This design comes from an exercise in tuning for small area on the open sky130 flow, not from production work. The RTL was checked by simulation tests, not by an equivalence proof against the original design. Power and IR drop assume default switching activity. The flow treats the clock pin as an ideal source, which a real chip does not have.

File: flow/design.v
module vwi_modem (
    input  logic        clk,
    input  logic        rst,
    input  logic        tick,
    input  logic        rx_in,
    input  logic        cmd_valid,
    input  logic [31:0] cmd_word,
    output logic        cmd_ready,
    output logic        rsp_valid,
    output logic [31:0] rsp_word,
    output logic        tx_out,
    output logic        tx_drive,
    output logic        rx_ready,
    output logic        tx_busy,
    output logic [3:0]  cfg_prescaler_out,
    output logic [15:0] cfg_ticks_out,
    output logic        cfg_ok_out
);
  localparam logic [15:0] CRC_RESIDUE = 16'hF0B8;
  localparam logic [3:0] R_OK     = 4'd0;
  localparam logic [3:0] R_NODATA = 4'd1;
  localparam logic [3:0] R_REJ    = 4'd2;
  localparam logic [3:0] R_CFGF   = 4'd3;
  localparam logic [3:0] R_RANGE  = 4'd4;
  localparam logic [3:0] R_CFG    = 4'd5;
  localparam logic [3:0] R_TX0    = 4'd6;
  localparam logic [3:0] R_TX1    = 4'd7;
  localparam logic [3:0] R_RECV   = 4'd8;
  localparam logic [3:0] R_RXR    = 4'd9;
  localparam logic [3:0] R_RX0    = 4'd10;
  localparam logic [3:0] R_RX1    = 4'd11;
  localparam logic [3:0] R_RX2    = 4'd12;
  localparam logic [3:0] R_RX3    = 4'd13;
  localparam logic [3:0] R_ILL    = 4'd15;
  localparam logic [95:0] ENC_TAB = {
    6'h34, 6'h32, 6'h2C, 6'h2A, 6'h29, 6'h26, 6'h25, 6'h23,
    6'h1C, 6'h1A, 6'h19, 6'h16, 6'h15, 6'h13, 6'h0E, 6'h0D
  };
  function automatic logic [5:0] enc4(input logic [3:0] n);
    enc4 = ENC_TAB[6*n +: 6];
  endfunction
  function automatic logic [3:0] dec6(input logic [5:0] c);
    dec6 = 4'd0;
    for (int k = 0; k < 16; k++)
      dec6 = dec6 | ((c == ENC_TAB[6*k +: 6]) ? 4'(k) : 4'd0);
  endfunction
  function automatic logic [15:0] crc16(input logic [15:0] crc, input logic [7:0] b);
    logic [15:0] c;
    c = crc ^ {8'h00, b};
    for (int i = 0; i < 8; i++) begin
      if (c[0]) c = (c >> 1) ^ 16'h8408;
      else      c = c >> 1;
    end
    crc16 = c;
  endfunction
  logic        cfg_ok;
  logic [3:0]  cfg_prescaler;
  logic [15:0] cfg_ticks;
  logic [4:0]  div_cnt;        
  logic [15:0] div_den, div_rem, div_quo;
  logic        tx_enabled, tx_line;
  logic [5:0]  tx_half;        
  logic [6:0]  tx_index;
  logic [2:0]  tx_bit, tx_sample;
  logic [7:0]  tx_sent;
  logic [15:0] tx_crc;
  logic        rx_enabled, rx_sample, rx_last;
  logic [7:0]  rx_ramp;
  logic [3:0]  rx_integ;
  logic [11:0] rx_bits;
  logic [3:0]  rx_bit_count;
  logic        rx_active, rx_done;
  logic [4:0]  rx_len;
  logic [7:0]  rx_count;
  logic [15:0] rx_crc;
  logic [7:0]  rx_good, rx_bad;
  logic [26:0][7:0] stage;
  logic [26:0][7:0] txring;    
  logic [4:0]  tx_q;
  logic [7:0]  tx_nb;          
  logic [3:0]  tx_cn;          
  logic [26:0][7:0] rxring;    
  logic [4:0]  ring_ph;
  logic [7:0]  rx_pend;        
  logic [26:0][7:0] outbuf;
  logic [4:0]  out_m;          
  logic [4:0]  out_ph;         
  logic        rsp_valid_q;
  logic [3:0]  rsp_code;
  logic [4:0]  rsp_idx;
  logic [3:0]  op;
  logic [7:0]  f_idx, f_data;
  logic [15:0] f_rate;
  logic        fmt_n_ok, fmt_c_ok, fmt_b_ok, fmt_l_ok, fmt_i_ok;
  assign op     = cmd_word[31:28];
  assign f_idx  = cmd_word[23:16];
  assign f_data = cmd_word[7:0];
  assign f_rate = cmd_word[15:0];
  assign fmt_n_ok = (cmd_word[27:0] == 28'd0);
  assign fmt_c_ok = (cmd_word[27:16] == 12'd0);
  assign fmt_b_ok = (cmd_word[27:24] == 4'd0) && (cmd_word[15:8] == 8'd0);
  assign fmt_l_ok = (cmd_word[27:8] == 20'd0);
  assign fmt_i_ok = (cmd_word[27:24] == 4'd0) && (cmd_word[15:0] == 16'd0);
  logic is_send_ok;
  assign is_send_ok = (op == 4'h3) && fmt_l_ok && (f_data <= 8'd27);
  assign cmd_ready  = !(is_send_ok && tx_enabled);
  logic cmd_fire;
  assign cmd_fire = cmd_valid && cmd_ready;
  logic [6:0] tx_len;
  logic [7:0] tx_count;
  logic [5:0] tx_sym;
  logic       tx_is_pre, tx_is_data;
  logic [6:0] tx_next;         
  logic [3:0] tx_next_nib;     
  logic [1:0] fcs_k;
  logic [4:0] tx_nb_idx;       
  assign tx_len     = {tx_half, 1'b0};
  assign tx_count   = {2'b00, tx_half} - 8'd4;
  assign tx_is_pre  = (tx_index[6:3] == 4'd0);
  assign tx_is_data = !tx_is_pre && (tx_index < tx_len - 7'd4);
  assign tx_next    = tx_index + 7'd1;
  assign fcs_k      = {tx_next[1] ^ tx_half[0], tx_next[0]};
  assign tx_nb_idx  = tx_next[5:1] - 5'd5;
  always_comb begin
    if (tx_next[6:1] == 6'd4)         tx_next_nib = tx_next[0] ? tx_count[7:4] : tx_count[3:0];
    else if (tx_next >= tx_len - 7'd4) tx_next_nib = ~tx_crc[4*fcs_k +: 4];
    else                              tx_next_nib = tx_next[0] ? tx_nb[7:4] : tx_nb[3:0];
    if (tx_is_pre) begin
      case (tx_index[2:0])
        3'd6:    tx_sym = 6'h38;
        3'd7:    tx_sym = 6'h2C;
        default: tx_sym = 6'h2A;
      endcase
    end else begin
      tx_sym = enc4(tx_cn);
    end
  end
  logic        n_cfg_ok;
  logic [3:0]  n_cfg_prescaler;
  logic [15:0] n_cfg_ticks;
  logic [4:0]  n_div_cnt;
  logic [15:0] n_div_den, n_div_rem, n_div_quo;
  logic        n_tx_enabled, n_tx_line;
  logic [5:0]  n_tx_half;
  logic [6:0]  n_tx_index;
  logic [2:0]  n_tx_bit, n_tx_sample;
  logic [7:0]  n_tx_sent;
  logic [15:0] n_tx_crc;
  logic        n_rx_enabled, n_rx_sample, n_rx_last;
  logic [7:0]  n_rx_ramp;
  logic [3:0]  n_rx_integ;
  logic [11:0] n_rx_bits;
  logic [3:0]  n_rx_bit_count;
  logic        n_rx_active, n_rx_done;
  logic [4:0]  n_rx_len;
  logic [7:0]  n_rx_count;
  logic [15:0] n_rx_crc;
  logic [7:0]  n_rx_good, n_rx_bad;
  logic        rx_push;
  logic [7:0]  rx_byte;
  logic        stage_we;
  logic        frame_load;
  logic        tx_cn_load;
  logic        out_load;
  logic [4:0]  n_out_m, n_out_ph;
  logic [5:0]  rxr_pos;
  logic        n_rsp_valid;
  logic [3:0]  n_rsp_code;
  logic [4:0]  n_rsp_idx;
  always_comb begin
    logic [8:0]  ramp1;
    logic [3:0]  integ1;
    logic        d;
    logic [7:0]  b;
    logic        fb;
    logic [16:0] sh;
    logic [16:0] diff;
    logic        qbit;
    logic [7:0]  avail;
    logic [7:0]  m;
    ramp1 = 9'd0;
    integ1 = 4'd0;
    d = 1'b0;
    b = 8'd0;
    fb = 1'b0;
    sh = 17'd0;
    diff = 17'd0;
    qbit = 1'b0;
    avail = 8'd0;
    m = 8'd0;
    n_cfg_ok        = cfg_ok;
    n_cfg_prescaler = cfg_prescaler;
    n_cfg_ticks     = cfg_ticks;
    n_div_cnt       = div_cnt;
    n_div_den       = div_den;
    n_div_rem       = div_rem;
    n_div_quo       = div_quo;
    n_tx_enabled    = tx_enabled;
    n_tx_line       = tx_line;
    n_tx_half       = tx_half;
    n_tx_index      = tx_index;
    n_tx_bit        = tx_bit;
    n_tx_sample     = tx_sample;
    n_tx_sent       = tx_sent;
    n_tx_crc        = tx_crc;
    n_rx_enabled    = rx_enabled;
    n_rx_sample     = rx_sample;
    n_rx_last       = rx_last;
    n_rx_ramp       = rx_ramp;
    n_rx_integ      = rx_integ;
    n_rx_bits       = rx_bits;
    n_rx_bit_count  = rx_bit_count;
    n_rx_active     = rx_active;
    n_rx_done       = rx_done;
    n_rx_len        = rx_len;
    n_rx_count      = rx_count;
    n_rx_crc        = rx_crc;
    n_rx_good       = rx_good;
    n_rx_bad        = rx_bad;
    rx_push         = 1'b0;
    rx_byte         = 8'd0;
    stage_we        = 1'b0;
    frame_load      = 1'b0;
    tx_cn_load      = 1'b0;
    out_load        = 1'b0;
    n_out_m         = out_m;
    n_out_ph        = out_ph;
    rxr_pos         = 6'd0;
    n_rsp_valid     = 1'b0;
    n_rsp_code      = rsp_code;
    n_rsp_idx       = rsp_idx;
    if (tick) begin
      if (rx_enabled && !tx_enabled) n_rx_sample = rx_in;
      if (tx_enabled) begin
        if (tx_sample == 3'd0) begin
          if (tx_index >= tx_len) begin
            n_tx_enabled = 1'b0;
            n_tx_sent    = tx_sent + 8'd1;
            n_tx_line    = 1'b0;
          end else begin
            n_tx_line = tx_sym[tx_bit];
            if (tx_is_data && !tx_bit[2]) begin
              fb = tx_crc[0] ^ tx_cn[tx_bit[1:0]];
              n_tx_crc = {fb, tx_crc[15:1]} ^ {1'b0, 4'b0, fb, 6'b0, fb, 3'b0};
            end
            if (tx_bit == 3'd5) begin
              n_tx_bit   = 3'd0;
              n_tx_index = tx_next;
              tx_cn_load = 1'b1;
            end else begin
              n_tx_bit = tx_bit + 3'd1;
            end
          end
        end
        n_tx_sample = tx_sample + 3'd1;
      end
      if (rx_enabled && !n_tx_enabled) begin
        integ1 = rx_integ + {3'd0, n_rx_sample};
        if (n_rx_sample != rx_last) begin
          ramp1 = {1'b0, rx_ramp} + ((rx_ramp < 8'd80) ? 9'd11 : 9'd29);
          n_rx_last = n_rx_sample;
        end else begin
          ramp1 = {1'b0, rx_ramp} + 9'd20;
        end
        n_rx_integ = integ1;
        n_rx_ramp  = ramp1[7:0];
        if (ramp1 >= 9'd160) begin
          n_rx_ramp  = 8'(ramp1 - 9'd160);
          d          = (integ1 >= 4'd5);
          n_rx_bits  = {d, rx_bits[11:1]};
          n_rx_integ = 4'd0;
          if (rx_active) begin
            n_rx_bit_count = rx_bit_count + 4'd1;
            if (rx_bit_count == 4'd11) begin
              n_rx_bit_count = 4'd0;
              b = {dec6(n_rx_bits[11:6]), dec6(n_rx_bits[5:0])};
              if (rx_len == 5'd0) n_rx_count = b;
              if (rx_len == 5'd0 && (b < 8'd4 || b > 8'd30)) begin
                n_rx_active = 1'b0;
                n_rx_bad    = rx_bad + 8'd1;
              end else begin
                rx_byte  = b;
                rx_push  = 1'b1;
                n_rx_len = rx_len + 5'd1;
                n_rx_crc = crc16(rx_crc, b);
                if ((rx_len != 5'd0) && (n_rx_len == rx_count[4:0])) begin
                  n_rx_active = 1'b0;
                  n_rx_good   = rx_good + 8'd1;
                  n_rx_done   = 1'b1;
                end
              end
            end
          end else if (n_rx_bits == 12'hB38) begin
            n_rx_active    = 1'b1;
            n_rx_bit_count = 4'd0;
            n_rx_len       = 5'd0;
            n_rx_done      = 1'b0;
            n_rx_crc       = 16'hFFFF;
          end
        end
      end
    end
    if (div_cnt != 5'd0) begin
      sh   = {div_rem, div_quo[15]};
      diff = sh - {1'b0, div_den};
      qbit = !diff[16];
      n_div_rem = qbit ? diff[15:0] : sh[15:0];
      n_div_quo = {div_quo[14:0], qbit};
      n_div_cnt = div_cnt - 5'd1;
      if (div_cnt == 5'd1) begin
        n_cfg_ok        = 1'b1;
        n_cfg_prescaler = (div_den >= 16'd31) ? 4'd1 : (div_den >= 16'd4) ? 4'd2 : 4'd3;
        n_cfg_ticks     = n_div_quo;
        n_rsp_valid     = 1'b1;
        n_rsp_code      = R_CFG;
      end
    end
    if (cmd_fire) begin
      n_rsp_valid = 1'b1;
      n_rsp_code  = R_OK;
      case (op)
        4'h0: if (!fmt_n_ok) n_rsp_code = R_ILL;
        4'h1: begin
          if (!fmt_c_ok) n_rsp_code = R_ILL;
          else if (f_rate == 16'd0) begin
            n_cfg_ok        = 1'b0;
            n_cfg_prescaler = 4'd0;
            n_cfg_ticks     = 16'd0;
            n_rsp_code      = R_CFGF;
          end else begin
            n_rsp_valid = 1'b0;
            n_div_cnt   = 5'd16;
            n_div_den   = f_rate;
            if (f_rate >= 16'd31) begin
              n_div_rem = 16'd30;        
              n_div_quo = 16'h8480;
            end else if (f_rate >= 16'd4) begin
              n_div_rem = 16'd3;         
              n_div_quo = 16'hD090;
            end else begin
              n_div_rem = 16'd0;         
              n_div_quo = 16'h7A12;
            end
          end
        end
        4'h2: begin
          if (!fmt_b_ok) n_rsp_code = R_ILL;
          else if (f_idx >= 8'd27) n_rsp_code = R_RANGE;
          else stage_we = 1'b1;
        end
        4'h3: begin
          if (!fmt_l_ok) n_rsp_code = R_ILL;
          else if (f_data > 8'd27) n_rsp_code = R_REJ;
          else begin
            frame_load   = 1'b1;
            n_tx_half    = 6'(f_data) + 6'd7;
            n_tx_index   = 7'd0;
            n_tx_bit     = 3'd0;
            n_tx_sample  = 3'd0;
            n_tx_enabled = 1'b1;
            n_tx_crc     = 16'hFFFF;
          end
        end
        4'h4: begin
          if (!fmt_i_ok) n_rsp_code = R_ILL;
          else if (f_idx == 8'd0) n_rsp_code = R_TX0;
          else if (f_idx == 8'd1) n_rsp_code = R_TX1;
          else n_rsp_code = R_RANGE;
        end
        4'h5: begin
          if (!fmt_n_ok) n_rsp_code = R_ILL;
          else if (!n_rx_enabled) begin
            n_rx_enabled = 1'b1;
            n_rx_active  = 1'b0;
          end
        end
        4'h6: begin
          if (!fmt_n_ok) n_rsp_code = R_ILL;
          else n_rx_enabled = 1'b0;
        end
        4'h7: begin
          if (!fmt_l_ok) n_rsp_code = R_ILL;
          else if (!n_rx_done) n_rsp_code = R_NODATA;
          else begin
            avail = {3'd0, n_rx_len} - 8'd3;
            m = (f_data < avail) ? f_data : avail;
            out_load   = 1'b1;
            n_out_m    = m[4:0];
            n_out_ph   = ring_ph;
            n_rx_done  = 1'b0;
            n_rsp_code = R_RECV;
          end
        end
        4'h8: begin
          if (!fmt_i_ok) n_rsp_code = R_ILL;
          else if (f_idx >= 8'd27) n_rsp_code = R_RANGE;
          else if (f_idx[4:0] < out_m) begin
            n_rsp_code = R_RXR;
            rxr_pos    = {1'b0, f_idx[4:0]} + {1'b0, out_ph};
            n_rsp_idx  = (rxr_pos >= 6'd27) ? 5'(rxr_pos - 6'd27) : rxr_pos[4:0];
          end
        end
        4'h9: begin
          if (!fmt_i_ok) n_rsp_code = R_ILL;
          else if (f_idx == 8'd0) n_rsp_code = R_RX0;
          else if (f_idx == 8'd1) n_rsp_code = R_RX1;
          else if (f_idx == 8'd2) n_rsp_code = R_RX2;
          else if (f_idx == 8'd3) n_rsp_code = R_RX3;
          else n_rsp_code = R_RANGE;
        end
        4'hA: begin
          if (!fmt_n_ok) n_rsp_code = R_ILL;
          else n_rsp_code = R_CFG;
        end
        default: n_rsp_code = R_ILL;
      endcase
    end
  end
  always_ff @(posedge clk) begin
    if (rst) begin
      cfg_ok        <= 1'b0;
      cfg_prescaler <= 4'd0;
      cfg_ticks     <= 16'd0;
      div_cnt       <= 5'd0;
      tx_enabled    <= 1'b0;
      tx_line       <= 1'b0;
      tx_half       <= 6'd0;
      tx_index      <= 7'd0;
      tx_bit        <= 3'd0;
      tx_sample     <= 3'd0;
      tx_sent       <= 8'd0;
      rx_enabled    <= 1'b0;
      rx_sample     <= 1'b0;
      rx_last       <= 1'b0;
      rx_ramp       <= 8'd0;
      rx_integ      <= 4'd0;
      rx_bits       <= 12'd0;
      rx_bit_count  <= 4'd0;
      rx_active     <= 1'b0;
      rx_done       <= 1'b0;
      rx_len        <= 5'd0;
      rx_count      <= 8'd0;
      rx_crc        <= 16'hFFFF;
      rx_good       <= 8'd0;
      rx_bad        <= 8'd0;
      out_m         <= 5'd0;
      rsp_valid_q   <= 1'b0;
      ring_ph       <= 5'd0;
    end else begin
      cfg_ok        <= n_cfg_ok;
      cfg_prescaler <= n_cfg_prescaler;
      cfg_ticks     <= n_cfg_ticks;
      div_cnt       <= n_div_cnt;
      tx_enabled    <= n_tx_enabled;
      tx_line       <= n_tx_line;
      tx_half       <= n_tx_half;
      tx_index      <= n_tx_index;
      tx_bit        <= n_tx_bit;
      tx_sample     <= n_tx_sample;
      tx_sent       <= n_tx_sent;
      rx_enabled    <= n_rx_enabled;
      rx_sample     <= n_rx_sample;
      rx_last       <= n_rx_last;
      rx_ramp       <= n_rx_ramp;
      rx_integ      <= n_rx_integ;
      rx_bits       <= n_rx_bits;
      rx_bit_count  <= n_rx_bit_count;
      rx_active     <= n_rx_active;
      rx_done       <= n_rx_done;
      rx_len        <= n_rx_len;
      rx_count      <= n_rx_count;
      rx_crc        <= n_rx_crc;
      rx_good       <= n_rx_good;
      rx_bad        <= n_rx_bad;
      out_m         <= n_out_m;
      rsp_valid_q   <= n_rsp_valid;
      ring_ph       <= (ring_ph == 5'd26) ? 5'd0 : ring_ph + 5'd1;
    end
  end
  always_ff @(posedge clk) begin
    div_den  <= n_div_den;
    div_rem  <= n_div_rem;
    div_quo  <= n_div_quo;
    tx_crc   <= n_tx_crc;
    out_ph   <= n_out_ph;
    rsp_code <= n_rsp_code;
    rsp_idx  <= n_rsp_idx;
  end
  always_ff @(posedge clk) begin
    for (int k = 0; k < 27; k++) begin
      if (rst || (stage_we && f_idx[4:0] == 5'(k)))
        stage[k] <= rst ? 8'd0 : f_data;
    end
  end
  always_ff @(posedge clk) begin
    if (frame_load) begin
      txring <= stage;
      tx_q   <= 5'd26;
    end else begin
      txring <= {txring[25:0], txring[26]};
      tx_q   <= (tx_q == 5'd0) ? 5'd26 : tx_q - 5'd1;
    end
    if (tx_q == tx_nb_idx) tx_nb <= txring[26];
    if (tx_cn_load) tx_cn <= tx_next_nib;
  end
  logic rx_commit;
  assign rx_commit = ({1'b0, rx_len} + {1'b0, ring_ph}) == 6'd28;
  always_ff @(posedge clk) begin
    if (rx_push) rx_pend <= rx_byte;
    rxring <= {rxring[25:0], rx_commit ? rx_pend : rxring[26]};
    if (out_load) outbuf <= rxring;
  end
  logic [27:0] rsp_data;
  always_comb begin
    case (rsp_code)
      R_CFG:  rsp_data = {7'd0, cfg_ok, cfg_prescaler, cfg_ticks};
      R_TX0:  rsp_data = {5'd0, tx_index, tx_sent, tx_sample, tx_bit, tx_line, tx_enabled};
      R_TX1:  rsp_data = {21'd0, tx_len};
      R_RECV: rsp_data = {19'd0, (rx_crc == CRC_RESIDUE), 3'd0, out_m};
      R_RXR:  rsp_data = {20'd0, outbuf[rsp_idx]};
      R_RX0:  rsp_data = {4'd0, rx_bad, rx_good, 5'd0, rx_done, rx_active, rx_enabled};
      R_RX1:  rsp_data = {rx_bits, 4'd0, rx_integ, rx_ramp};
      R_RX2:  rsp_data = {6'd0, rx_sample, rx_last, rx_bit_count, rx_count, 3'd0, rx_len};
      R_RX3:  rsp_data = {11'd0, (rx_crc == CRC_RESIDUE), rx_crc};
      default: rsp_data = 28'd0;
    endcase
  end
  assign rsp_valid         = rsp_valid_q;
  assign rsp_word          = {(rsp_code <= R_RANGE || rsp_code == R_ILL) ? rsp_code : 4'h0, rsp_data};
  assign tx_out            = tx_line;
  assign tx_drive          = tx_enabled;
  assign rx_ready          = rx_done;
  assign tx_busy           = tx_enabled;
  assign cfg_prescaler_out = cfg_prescaler;
  assign cfg_ticks_out     = cfg_ticks;
  assign cfg_ok_out        = cfg_ok;
endmodule
File: flow/flow/run.sh
#!/bin/bash
# Own layout flow: the standard flow (standard.sh) with three changes.
#  1. Synthesis: the standard synthesis script, except that ABC maps the
#     logic with an area-oriented script (flow/abc_area.script) instead of
#     ORFS's delay-oriented one. Registers are mapped before ABC runs, so they
#     are the standard synthesis's; this script checks that against a run of
#     the standard synthesis (flow/same_regs.py) and falls back to the
#     standard netlist on any difference.
#  2. Port buffers are sky130_fd_sc_hd__buf_1 (every port still gets one).
#  3. CTS: clkbuf_16 on clusters of up to 30 sinks, without dummy loads.
# Each tool's output goes to its own log file in the work folder.
set -uo pipefail
W=$PWD
RES=$W/orfs/results/sky130hd/vwi_modem/base

# 1a. standard synthesis, kept for reference
bash $W/standard.sh synth > $W/synth_standard.log 2>&1 || exit 1
cp $RES/1_2_yosys.v $W/std_netlist.v
mkdir -p $W/std_results
cp $RES/1_* $W/std_results/

# 1b. synthesis with the area-oriented ABC script
sed "s|^source \$::env(SCRIPTS_DIR)/synth_preamble.tcl|source \$::env(SCRIPTS_DIR)/synth_preamble.tcl\nset abc_args [lreplace \$abc_args 1 1 $W/flow/abc_area.script]|" \
  $FLOW_HOME/scripts/synth.tcl > $W/synth_area_core.tcl
sed "s|source \$::env(SCRIPTS_DIR)/synth.tcl|source $W/synth_area_core.tcl|" \
  $W/synth_recipe.tcl > $W/synth_area.tcl
rm -f $RES/1_2_yosys.v $RES/1_2_yosys.sdc $RES/1_synth.odb $RES/1_synth.sdc
if bash $W/standard.sh SYNTH_SCRIPT=$W/synth_area.tcl synth > $W/synth_area.log 2>&1 \
   && python3 $W/flow/same_regs.py $W/std_netlist.v $RES/1_2_yosys.v > $W/same_regs.log 2>&1; then
  echo "area synthesis used"
else
  echo "area synthesis not used; standard synthesis restored"
  cp $W/std_results/1_* $RES/
fi

# 2, 3. the rest of the standard flow
bash $W/standard.sh \
  "BUFFER_PORTS_ARGS=-buffer_cell sky130_fd_sc_hd__buf_1" \
  "CTS_ARGS=-sink_clustering_enable -repair_clock_nets -buf_list sky130_fd_sc_hd__clkbuf_16 -sink_clustering_size 30 -sink_clustering_max_diameter 100 -dont_use_dummy_load" \
  finish > $W/layout.log 2>&1 || exit 1
test -f $W/out/final.def
File: flow/flow/abc_area.script
strash
dc2
dch -f
amap
strash
dc2
dch -f
amap
File: flow/flow/same_regs.py
# Exit 0 if two flat netlists have the same flip-flops: instance names and
# cell types (drive strength aside).
import re, sys

def regs(path):
    text = open(path).read()
    out = {}
    for cell, inst in re.findall(r'^\s*(sky130_fd_sc_hd__\w+)\s+(\S+)\s*\(', text, re.M):
        base = re.sub(r'_\d+$', '', cell[len('sky130_fd_sc_hd__'):])
        if re.match(r'(e|s)?df|dl', base):
            out[inst] = base
    return out

a, b = regs(sys.argv[1]), regs(sys.argv[2])
print(len(a), "registers in the standard netlist,", len(b), "in the area netlist")
if a != b:
    print("differ:", sorted(set(a.items()) ^ set(b.items()))[:20])
    sys.exit(1)
print("same registers")
File: flow/standard.sh
#!/bin/bash
# synth_recipe.tcl (not shown) runs the flow's synth.tcl, then flattens the netlist and writes it again
# the make line also repeats each setting of config.mk as NAME=value (left out here)
make -C /OpenROAD-flow-scripts/flow DESIGN_CONFIG=/design/flow/config.mk WORK_HOME=/design/flow/orfs CLKGATE_MAP_FILE= SYNTH_SCRIPT=/design/flow/synth_recipe.tcl "${@:-finish}"
File: flow/config.mk
export PLATFORM = sky130hd
export DESIGN_NAME = vwi_modem
export DESIGN_NICKNAME = vwi_modem
export VERILOG_FILES = /design/flow/design.v
export SDC_FILE = /design/flow/constraint.sdc
export NUM_CORES = 4
export LEC_CHECK = 0
export CAP_MARGIN = 20
export CORE_MARGIN = 2
export CORE_UTILIZATION = 70
export PLACE_DENSITY = 0.8
export SLEW_MARGIN = 20
File: flow/constraint.sdc
create_clock -name core_clock -period 30.0 [get_ports {clk}]
set_input_delay 6.0000 -clock core_clock [delete_from_list [all_inputs] [get_ports {clk}]]
set_output_delay 6.0000 -clock core_clock [all_outputs]
set_load 0.01 [all_outputs]
==> reports/results.ini, run 1 <==
[critical_path]
cp_common_cell = clkinv_1
required_ps = 30490
slowest_delay_ps = 920
crit_start = rx_in
rrSetupSlack_ps = 19540
r2r-end = out_m[0]
endpoint_kind = flip-flop
path_class = input pin to flip-flop
path_max_fanout = 28
crit_end = out_m[0]
slowest_stage = clkinv_1
critPathArrivalTime_ps = 15530
crit_path_start_kind = input pin
r2r_cells = 35
r2r-start = rx_enabled

[timing]
fmax_mhz = 66.5
fin_tns_setup_ps = 0
finalHoldViolCount = 0
drv_slew = 0
fin_crit_ps = 15040
relSlewSlack = 0.259
max_slew.worst_pin.slew_ps = 1100
rsz0062_at_grt = false
finalSetupViolations = 0
finClkSkew_ps = 77.2
fin_crit_sh = 0.501

[clock_network]
clock-root-buffer = clkbuf_16
cts_resized = 0
cts-buffers-inserted = 43
postCtsHoldBufs = 0
clock_path_buffers = 3
clk_pin_slew_worst_paths_ps = 100
htreeDepth = 2
cts_tree = yes
post_cts_buffers = 0
clock_latency_ps = 640
cts.sinks = 1111

[synthesis]
synth-seq-cells = 1111
synth_area_leader_cell = edfxtp_1
synthesis.area_sq_um = 39000
syn_inst = 3070
synthDistinctLibCells = 53
yosysSeqAreaShare = 0.693
async_flop_share = 0
synth_warnings = 1
postSynthAreaPerCell_sq_um = 12.7
synth_top_area_share = 0.371
ys_top_cells_by_area = edfxtp_1 37%, dfxtp_1 32%, a22o_1 5.3%, nor2_1 3.2%, ha_1 3.0%
synth_edf_count = 482
synth.net_count = 3205
synth_flop_cell = dfxtp_1

[global_routing]
grt_pass1_wl_mm = 142
grt_max_degree = 141
grt-ovfl-total = 0
first_global_vias = 25000
grt.total_usage = 0.322
grt_antenna_before_repair = 4

[route]
drt_iter0_drc = 2993
dr.pass1.iters = 6
vias = 26400
vias_per_cell = 6.57
routed_wl_mm = 93.3
ant_nets = 0
drc = 0
wl_per_cell_um = 23.3

[status]
outcome = complete, no violations

[power_and_ir_drop]
p_switching_uw = 637
p_per_area_nw_per_um2 = 62.7
p_comb_frac = 0.105
p_seq_frac = 0.638
p_sw_frac = 0.242
fin_total_pwr_uw = 2630
leakage_uw = 0.0147
ir_drop_v = 0.0000690
clkPwrFrac = 0.258
intPower_uw = 1990

[placed_design]
port_buffers = 95
gp_congestion = 0.980
dp.final_hpwl_mm = 62.0

[final_layout]
area.growth.synth_to_final_pct = 7.39
drive_above_1_share = 0.0371
n_antenna_cell = 0
mostFrequentLayoutCells = 629 x dfxtp_1, 482 x edfxtp_1, 323 x nor2_1
nNetsFinal = 3399
layout_commonest_cell = dfxtp_1

[floorplan]
die_area_sq_um = 57700
ioPinCount = 96
die_x_um = 240
die_y_um = 240
start_util = 0.709
num_rows = 86
core_sq_um = 55100

[hold_path]
hold_path_class = flip-flop to flip-flop
hp-start = rxring[67]
min_delay_path_depth = 0

[flow_run]
drv_cap = 0

[registers in the layout (all words and copies together) (netlist names), 12 cells and up]
name       cells
outbuf       216
rxring       216
stage        216
txring       216
cfg_ticks     16
div_den       16
div_quo       16
div_rem       16
rx_crc        16
tx_crc        16
rx_bits       12
[area by class of cell]
cell class / count / area [sq um]
clock buffer: 43 / 1080
fill: 3508 / 13200
inverter: 258 / 981
multi-input combinational: 1699 / 11100
sequential: 1111 / 27100
tap: 748 / 936
timing repair buffer: 151 / 776
[cells by family (layout without fill, tap and decap cells)]
kind of cell,Yosys count,count (layout),synth area share
AOI/OAI and AO/OA,959,959,0.178
xor gates and xnor gates,2,2,0.000449
adders and majority gates,98,98,0.0322
buffers and inverters,260,452,0.0251
DFF,1111,1111,0.693
and+or+nand+nor,640,640,0.0710
[how the worst min path moves through the flow]
stage	end	slack [ps]
after global routing	rxring[75]	320
after floorplan	rxring[100]	330
final	rxring[75]	320
after global placement	rxring[174]	330
after CTS	rxring[75]	310
after detailed placement	rxring[179]	330
[power groups by stage]
stage | clock network (uW) | logic (uW) | registers [uW]
2_1_floorplan | 0 | 184 | 1700
3_3_place_gp | 0 | 254 | 1710
3_5_place_dp | 0 | 270 | 1710
4_1_cts | 685 | 271 | 1680
5_1_grt | 734 | 307 | 1680
6_report | 678 | 276 | 1680
[cells in the mapped netlist (all sizes together), types with 8 or more instances]
library cell    n
a221o          14
nor4           14
nand2         118
o21a           22
clkinv        258
a21oi         135
or3            22
a222oi         21
a31oi          30
and3            8
a2111oi         8
o21ai         136
a22o          238
o221ai         41
nand4          15
a211oi         24
ha             94
nor2          331
a21o           13
o22ai         112
or2            12
dfxtp         629
edfxtp        482
o22a           10
a221oi         73
nor3           78
a32oi           9
nand3          23
a22oi          30
[per-layer routing]
metal / GRT usage / vias to the layer above / share of wire
met5: 0 / - / 0.00036
met4: 0.109 / 6 / 0.035
met3: 0.0501 / 200 / 0.082
met2: 0.509 / 1191 / 0.46
met1: 0.461 / 12800 / 0.42
li1: - / 12100 / -
[worst max-delay path, delay by kind of cell]
| family | cells | cell delay, ps |
|---|---|---|
| AND/OR/NAND/NOR | 9 | 2290 |
| adder cells (fa/ha/maj) | 2 | 430 |
| buffers and inverters | 8 | 2880 |
| AO/OA/AOI/OAI | 15 | 3940 |
[per-stage QoR]
| step | cell area [sq um] | hold slack, ps | worst slack, ps | std cells | utilization |
|---|---|---|---|---|---|
| after floorplan | 39000 | 327 | 7590 | 3070 | - |
| after global placement | 40800 | 328 | 15290 | 3966 | 0.741 |
| after detailed placement | 40800 | 333 | 14730 | 3966 | 0.741 |
| after CTS | 41900 | 311 | 15230 | 4009 | 0.761 |
| after global routing | 41900 | 322 | 14230 | 4010 | 0.761 |
| final | 41900 | 316 | 14960 | 4010 | 0.761 |
==> inputs of run 2 (changes only) <==
--- a/flow/design.v
+++ b/flow/design.v
@@ -83,7 +83,6 @@
   logic [4:0]  ring_ph;
   logic [7:0]  rx_pend;        
-  logic [26:0][7:0] outbuf;
+  logic [26:0][7:0] outbuf;    
   logic [4:0]  out_m;          
-  logic [4:0]  out_ph;         
   logic        rsp_valid_q;
   logic [3:0]  rsp_code;
@@ -163,5 +162,5 @@
   logic        tx_cn_load;
   logic        out_load;
-  logic [4:0]  n_out_m, n_out_ph;
+  logic [4:0]  n_out_m;
   logic [5:0]  rxr_pos;
   logic        n_rsp_valid;
@@ -194,6 +193,4 @@
     n_div_cnt       = div_cnt;
     n_div_den       = div_den;
-    n_div_rem       = div_rem;
-    n_div_quo       = div_quo;
     n_tx_enabled    = tx_enabled;
     n_tx_line       = tx_line;
@@ -225,9 +222,8 @@
     out_load        = 1'b0;
     n_out_m         = out_m;
-    n_out_ph        = out_ph;
-    rxr_pos         = 6'd0;
     n_rsp_valid     = 1'b0;
-    n_rsp_code      = rsp_code;
-    n_rsp_idx       = rsp_idx;
+    n_rsp_code      = R_OK;
+    rxr_pos         = {1'b0, f_idx[4:0]} + {1'b0, ring_ph} + 6'd1;
+    n_rsp_idx       = (rxr_pos >= 6'd27) ? 5'(rxr_pos - 6'd27) : rxr_pos[4:0];
     if (tick) begin
       if (rx_enabled && !tx_enabled) n_rx_sample = rx_in;
@@ -301,10 +297,10 @@
       end
     end
+    sh   = {div_rem, div_quo[15]};
+    diff = sh - {1'b0, div_den};
+    qbit = !diff[16];
+    n_div_rem = qbit ? diff[15:0] : sh[15:0];
+    n_div_quo = {div_quo[14:0], qbit};
     if (div_cnt != 5'd0) begin
-      sh   = {div_rem, div_quo[15]};
-      diff = sh - {1'b0, div_den};
-      qbit = !diff[16];
-      n_div_rem = qbit ? diff[15:0] : sh[15:0];
-      n_div_quo = {div_quo[14:0], qbit};
       n_div_cnt = div_cnt - 5'd1;
       if (div_cnt == 5'd1) begin
@@ -387,5 +383,4 @@
             out_load   = 1'b1;
             n_out_m    = m[4:0];
-            n_out_ph   = ring_ph;
             n_rx_done  = 1'b0;
             n_rsp_code = R_RECV;
@@ -397,6 +392,4 @@
           else if (f_idx[4:0] < out_m) begin
             n_rsp_code = R_RXR;
-            rxr_pos    = {1'b0, f_idx[4:0]} + {1'b0, out_ph};
-            n_rsp_idx  = (rxr_pos >= 6'd27) ? 5'(rxr_pos - 6'd27) : rxr_pos[4:0];
           end
         end
@@ -483,5 +476,4 @@
     div_quo  <= n_div_quo;
     tx_crc   <= n_tx_crc;
-    out_ph   <= n_out_ph;
     rsp_code <= n_rsp_code;
     rsp_idx  <= n_rsp_idx;
@@ -509,5 +501,5 @@
     if (rx_push) rx_pend <= rx_byte;
     rxring <= {rxring[25:0], rx_commit ? rx_pend : rxring[26]};
-    if (out_load) outbuf <= rxring;
+    outbuf <= out_load ? {rxring[25:0], rxring[26]} : {outbuf[25:0], outbuf[26]};
   end
   logic [27:0] rsp_data;
==> reports/results.ini, run 2 <==
[placed_design]
port_buffers = 95  ; unchanged
gp_congestion = 0.962  ; -1.9%
dp.final_hpwl_mm = 64.7  ; +4.4%

[clock_network]
cts_tree = yes
post_cts_buffers = 0  ; unchanged
clock_path_buffers = 3  ; unchanged
cts-buffers-inserted = 43  ; unchanged
htreeDepth = 2  ; unchanged
clock-root-buffer = clkbuf_16
clk_pin_slew_worst_paths_ps = 100  ; about the same
postCtsHoldBufs = 0  ; unchanged
clock_latency_ps = 630  ; about the same
cts_resized = 0  ; unchanged
cts.sinks = 1106  ; -0.45%

[synthesis]
synth_edf_count = 252  ; -48%
synthesis.area_sq_um = 38500  ; -1.3%
synth.net_count = 3478  ; +8.5%
ys_top_cells_by_area = dfxtp_1 44%, edfxtp_1 20%, a22o_1 8.4%, clkinv_1 3.2%, ha_1 3.1%
syn_inst = 3343  ; +8.9%
synth_top_area_share = 0.444  ; +0.0731
synth-seq-cells = 1106  ; -0.45%
yosysMostFrequentCell = dfxtp_1
synthDistinctLibCells = 52  ; -1.9%
synth_compound_gate_area_share = 0.220  ; +0.0418
synth_xor_area_frac = 0.000682  ; +0.000233
synthMuxAreaShare = 0  ; unchanged
synth_warnings = 1  ; unchanged
async_flop_share = 0  ; unchanged
synthSimpleGateAreaFrac = 0.0748  ; +0.00379
synth_area_leader_cell = dfxtp_1
synth_flop_cell = dfxtp_1
postSynthAreaPerCell_sq_um = 11.5  ; -9.4%
netlist_top_cells_count = 854 x dfxtp_1, 371 x a22o_1, 324 x clkinv_1
synth_top_family_by_area = compound AO/OA/AOI/OAI gates
yosysSeqAreaShare = 0.640  ; -0.0530
synth_fa_ha_area_frac = 0.0326  ; +0.000436

[floorplan]
num_rows = 85  ; -1.2%
ioPinCount = 96  ; unchanged
start_util = 0.712  ; +0.00293
die_x_um = 239  ; -0.66%
core_sq_um = 54100  ; -1.7%
die_y_um = 239  ; -0.66%
die_area_sq_um = 56900  ; -1.3%

[final_layout]
nNetsFinal = 3664  ; +7.8%
nFillCells = 3570  ; +1.8%
area.growth.synth_to_final_pct = 7.18
post-route-util = 0.763  ; +0.00161
mostFrequentLayoutCells = 852 x dfxtp_1, 371 x a22o_1, 321 x clkinv_1
n_antenna_cell = 0  ; unchanged
layout_commonest_cell = dfxtp_1
drive_above_1_share = 0.0332  ; -0.00392

[flow_run]
drv_cap = 0  ; unchanged

[timing]
finalHoldViolCount = 0  ; unchanged
fmax_mhz = 69.3  ; +4.2%
fin_crit_ps = 14430  ; -604 ps
relSlewSlack = 0.214  ; -0.0455
rsz0062_at_grt = false
finalSetupViolations = 0  ; unchanged
finClkSkew_ps = 58.8  ; -18.5 ps
drv_slew = 0  ; unchanged
fin_crit_sh = 0.481  ; -0.0201
fin_tns_setup_ps = 0  ; unchanged
max_slew.worst_pin.slew_ps = 1180  ; +73.4 ps

[route]
wl_per_cell_um = 23.1  ; -0.98%
dr.pass1.iters = 6  ; unchanged
ant_nets = 0  ; unchanged
routed_wl_mm = 97.3  ; +4.3%
vias_per_cell = 6.67  ; +1.5%
vias = 28200  ; +6.9%
drc = 0  ; unchanged
drt-met1-wl_mm = 41.0  ; +4.3%
met3WireLength_mm = 8.48  ; +11%
drt_iter0_drc = 2926  ; -2.2%
routed.top_layer = met5
wl_met2_mm = 44.4  ; +3.0%

[critical_path]
critPathTopFamily = buffers and inverters
required_ps = 24000  ; -6490 ps
path_cells = buf_1 > clkinv_1 > nand2_1 > clkinv_1 > nand2_1 > nor4_1 > nand4_1 > or2_0 > buf_1
path_class = input pin to output pin
critPathArrivalTime_ps = 8430  ; -7100 ps
r2r-start = tx_index[0]
slowest_stage = buf_1
path_max_fanout = 14  ; -50%
endpoint_kind = output pin
slowest_delay_ps = 550  ; -370 ps
crit_start = cmd_word[20]
crit_path_start_kind = input pin
critPathBufInv = 4  ; -4

[global_routing]
grt_pass1_wl_mm = 150  ; +5.4%
grt.total_usage = 0.337  ; +0.0148
first_global_vias = 27000  ; +8.1%
grt_antenna_before_repair = 3  ; -1
grt_max_degree = 162  ; +15%
grt-ovfl-total = 0  ; unchanged

[hold_path]
hold_path_class = flip-flop to flip-flop
hp-start = rxring[4]

[power_and_ir_drop]
ir_drop_v = 0.0000557  ; -19%
leakage_uw = 0.0151  ; +2.4%
p_per_area_nw_per_um2 = 64.1  ; +2.1%

[status]
outcome = complete, no violations

## run 2: cell types whose count changed in the layout (fill, tap and decap cells not counted), moves of 12 or more
cell / before / now
nor3_1: 74 / 55
dfxtp_1: 629 / 852
nor2_1: 323 / 298
o221ai_1: 41 / 60
nand3_1: 23 / 35
a21oi_1: 135 / 120
a22o_1: 238 / 371
nand2_1: 118 / 177
a221o_1: 14 / 0
o21ai_0: 128 / 152
edfxtp_1: 482 / 252
clkinv_1: 254 / 321
## run 2: worst paths after layout
check | slack (ps) | end | depth (start not counted)
worst max-delay path | 15570 | cmd_ready | 9
worst min register to register | 330 | rxring[12] | 0
worst max register to register | 20400 | out_m[1] | 35
worst min-delay path | 330 | rxring[12] | 0
## run 2: per-layer routing
metal	up-vias	GRT usage
met1	13700	0.474
met3	202	0.0566
met2	1271	0.530
li1	13000	-
met4	6	0.121
met5	-	0
## run 2: final cells by class
cell class | count | area [sq um] | share of cell area
multi-input combinational | 1912 | 12700 | 0.308
inverter | 324 | 1230 | 0.0297
sequential | 1106 | 24700 | 0.597
timing repair buffer | 142 | 714 | 0.0173
clock buffer | 43 | 1080 | 0.0261
tap | 696 | 871 | 0.0211
## run 2: power by group
| part | switching [uW] | internal, uW | leakage [uW] |
|---|---|---|---|
| clock | 420 | 260 | 0.000530 |
| combinational | 221 | 118 | 0.00525 |
| sequential | 41.9 | 1580 | 0.00931 |
## run 2: cell families after synthesis
logic type	Yosys count
AO/OA/AOI/OAI	1140
XOR/XNOR	3
adder cells (fa/ha/maj)	98
buffers and inverters	325
flip-flops	1106
AND/OR/NAND/NOR	671
## run 2: stage by stage
stage,setup slack (ps),instance area [sq um],hold WS [ps],power [uW],std cells
6_report,15570,41300,326,2640,4223
2_1_floorplan,7790,38500,331,1860,3343
3_5_place_dp,15770,40200,335,1990,4180
4_1_cts,15750,41300,326,2650,4223
5_1_grt,15340,41300,328,2740,4223
3_3_place_gp,15900,40200,332,1970,4180
==> inputs of run 3 (changes only) <==
--- a/flow/flow/run.sh
+++ b/flow/flow/run.sh
@@ -8,5 +8,5 @@
 #     standard netlist on any difference.
 #  2. Port buffers are sky130_fd_sc_hd__buf_1 (every port still gets one).
-#  3. CTS: clkbuf_16 on clusters of up to 30 sinks, without dummy loads.
+#  3. CTS: clkbuf_16 on clusters of up to 28 sinks, without dummy loads.
 # Each tool's output goes to its own log file in the work folder.
 set -uo pipefail
@@ -37,5 +37,5 @@
 bash $W/standard.sh \
   "BUFFER_PORTS_ARGS=-buffer_cell sky130_fd_sc_hd__buf_1" \
-  "CTS_ARGS=-sink_clustering_enable -repair_clock_nets -buf_list sky130_fd_sc_hd__clkbuf_16 -sink_clustering_size 30 -sink_clustering_max_diameter 100 -dont_use_dummy_load" \
+  "CTS_ARGS=-sink_clustering_enable -repair_clock_nets -buf_list sky130_fd_sc_hd__clkbuf_16 -sink_clustering_size 28 -sink_clustering_max_diameter 100 -dont_use_dummy_load" \
   finish > $W/layout.log 2>&1 || exit 1
 test -f $W/out/final.def
==> flow/flow/abc_area.script (replaced) <==
strash
dc2
dch -f
amap -A 5
strash
dc2
dch -f
amap -A 5
==> reports/results.ini, run 3 <==
[timing]
drv_slew = 0  ; unchanged
fmax_mhz = 69.5  ; +0.36%
rsz0062_at_grt = false
max_slew.worst_pin.slew_ps = 1270  ; +96.0 ps
fin_crit_sh = 0.479  ; -0.00172
fin_crit_ps = 14380  ; -51.7 ps
finalSetupViolations = 0  ; unchanged
relSlewSlack = 0.141  ; -0.0733
fin_tns_setup_ps = 0  ; unchanged
worst_slack_ps = 15620  ; +51.7 ps
finClkSkew_ps = 43.7  ; -15.1 ps
finalHoldViolCount = 0  ; unchanged

[clock_network]
cts.sinks = 1106  ; unchanged
htreeDepth = 2  ; unchanged
clk_pin_slew_worst_paths_ps = 100  ; about the same
cts-buffers-inserted = 45  ; +4.7%
clock_latency_ps = 620  ; about the same
cts_resized = 0  ; unchanged
clock-root-buffer = clkbuf_16
postCtsHoldBufs = 0  ; unchanged
post_cts_buffers = 0  ; unchanged
clock_path_buffers = 3  ; unchanged
cts_tree = yes

[critical_path]
path_class = input pin to output pin
r2r_cells = 36  ; +2.9%
required_ps = 24000  ; about the same
endpoint_kind = output pin
r2r-end = out_m[2]
r2r-start = rx_enabled
rrSetupSlack_ps = 20670  ; +270 ps
critPathArrivalTime_ps = 8380  ; -50 ps
path_max_fanout = 15  ; +1
crit_path_start_kind = input pin

[synthesis]
syn_inst = 3213  ; -3.9%
synth_flop_cell = dfxtp_1
synth-seq-cells = 1106  ; unchanged
synthDistinctLibCells = 53  ; +1.9%
synth_area_leader_cell = dfxtp_1
yosysMostFrequentCell = dfxtp_1
postSynthAreaPerCell_sq_um = 11.9  ; +3.6%
synthesis.area_sq_um = 38400  ; -0.46%
synth_top_area_share = 0.446  ; +0.00204
synth_edf_count = 252  ; unchanged
ys_top_cells_by_area = dfxtp_1 45%, edfxtp_1 20%, a22o_1 10%, ha_1 3.1%, nor2_1 2.9%
synth_warnings = 1  ; unchanged
yosysSeqAreaShare = 0.643  ; +0.00294
async_flop_share = 0  ; unchanged
synth.net_count = 3348  ; -3.7%
netlist_top_cells_count = 854 x dfxtp_1, 447 x a22o_1, 299 x nor2_1

[placed_design]
gp_congestion = 1.00  ; +4.4%
place_ws_ps = 15680  ; -99.2 ps
dp.final_hpwl_mm = 62.7  ; -3.0%
port_buffers = 95  ; unchanged

[power_and_ir_drop]
p_switching_uw = 676  ; -0.91%
p_per_area_nw_per_um2 = 64.1  ; about the same
p_sw_frac = 0.256  ; -0.00215
intPower_uw = 1970  ; +0.21%
leakage_uw = 0.0150  ; -0.74%
p_seq_frac = 0.614  ; about the same
fin_total_pwr_uw = 2640  ; about the same
p_comb_frac = 0.123  ; -0.005
ir_drop_v = 0.0000550  ; -1.2%
clkPwrFrac = 0.263  ; +0.006

[final_layout]
area.growth.synth_to_final_pct = 7.53
mostFrequentLayoutCells = 852 x dfxtp_1, 447 x a22o_1, 291 x nor2_1
multi_input_area_sq_um = 12800  ; +0.79%
nFillCells = 3460  ; -3.1%
drive_above_1_share = 0.0367  ; +0.00356
nNetsFinal = 3540  ; -3.4%
seqCellArea_sq_um = 24700  ; unchanged
post-route-util = 0.763  ; about the same
layout_commonest_cell = dfxtp_1

[floorplan]
die_area_sq_um = 56700  ; -0.45%
die_y_um = 238  ; -0.22%
core_sq_um = 54000  ; -0.20%
start_util = 0.710  ; -0.00186
die_x_um = 238  ; -0.22%
ioPinCount = 96  ; unchanged
num_rows = 85  ; unchanged

[route]
drc = 0  ; unchanged
vias = 27800  ; -1.2%
dr.pass1.iters = 6  ; unchanged
wl_per_cell_um = 23.5  ; +1.9%
drt_iter0_drc = 3438  ; +17%
wl_met2_mm = 44.1  ; -0.61%
routed_wl_mm = 96.3  ; -1.1%
vias_per_cell = 6.79  ; +1.8%
routed.top_layer = met5
met3WireLength_mm = 8.10  ; -4.5%
ant_nets = 0  ; unchanged
drt-met1-wl_mm = 41.0  ; about the same

[global_routing]
grt_pass1_wl_mm = 150  ; +0.17%
first_global_vias = 26900  ; -0.40%
grt.total_usage = 0.337  ; about the same
grt-ovfl-total = 0  ; unchanged
grt_max_degree = 222  ; +37%
grt_antenna_before_repair = 4  ; +1

[flow_run]
drv_cap = 0  ; unchanged

[hold_path]
hold_path_class = flip-flop to flip-flop
hp-start = rxring[5]
hold_end = rxring[13]
min_delay_path_depth = 0  ; unchanged

[status]
outcome = complete, no violations

==> run 3: logic make-up after synthesis <==
kind of cell	Yosys count	synth area share
XOR/XNOR	2	0.000457
flip-flops	1106	0.643
AO/OA/AOI/OAI	1147	0.229
buffers and inverters	255	0.0251
AND/OR/NAND/NOR	605	0.0695
adder cells (fa/ha/maj)	98	0.0328
==> run 3: worst max-delay path by stage <==
stage,from,to,slack [ps],cells past startpoint
after detailed placement,rx_in,out_m[2],15680,35
after floorplan,rx_in,outbuf[0],2810,21
after global placement,cmd_word[20],cmd_ready,15850,9
after global routing,rx_in,out_m[1],15110,35
after CTS,cmd_word[20],cmd_ready,15700,9
final,cmd_word[20],cmd_ready,15620,9
==> run 3: power by group through the flow <==
stage / registers, uW / clock network, uW / logic, uW
detailed placement: 1660 / 0 / 318
finish: 1620 / 694 / 325
global route: 1630 / 752 / 354
global placement: 1650 / 0 / 306
floorplan: 1660 / 0 / 193
CTS: 1620 / 698 / 319
==> run 3: worst max-delay path: stages <==
cell	delay (ps)
buf_1	290
clkinv_1	280
nand2_1	160
nor2_1	280
clkinv_1	200
nor4_1	420
nand4_1	260
or2_0	320
buf_1	160
==> run 3: cell type report <==
class / instances / share of cell area
clock buffers: 45 / 0.0273
well taps: 696 / 0.0211
flip-flops and latches: 1106 / 0.598
repair buffers: 146 / 0.0187
diodes: 2 / 0.000121
multi-input cells: 1852 / 0.311
inverters: 254 / 0.0234
==> run 3: through the flow <==
step	hold slack, ps	instances	area [sq um]
after global routing	329	4099	41200
final	332	4101	41200
after detailed placement	337	4054	40100
after CTS	328	4099	41200
after global placement	332	4053	40100
after floorplan	332	3213	38400
==> run 3: per-layer routing <==
metal | track usage | vias up
li1 | - | 12700
met1 | 0.475 | 13600
met2 | 0.534 | 1270
met3 | 0.0613 | 232
met4 | 0.107 | 8
met5 | 0 | -

## port drivers added, routing unchanged
How much do the figures lean on ideal ports? The routed layouts below were timed once more, with nothing changed but the port constraints.
Step 1 assumes that a clkbuf_16 drives the clock port and a buf_2 every other input.
Step 2 also shifts input and output timing later by t, the mid clock arrival at the registers, as if the neighbouring blocks saw the same clock.
Slacks: ideal / step 1 / step 2; pairs: ideal / step 1.
| run | shift t [ns] | setup slack, ns | hold slack, ns |
|---|---|---|---|
| run 1 | 0.665 | 14.964 / 14.990 / 14.325 | 0.316 / 0.316 / 0.316 |
| run 2 | 0.660 | 15.568 / 15.537 / 15.467 | 0.326 / 0.326 / 0.326 |
| run 3 | 0.672 | 15.619 / 15.585 / 15.370 | 0.332 / 0.332 / 0.332 |
After both steps setup and hold are still met in every run listed. The setup slack of run 1, which loses most, moves by +0.026 ns with the drivers and by -0.639 ns with both steps.
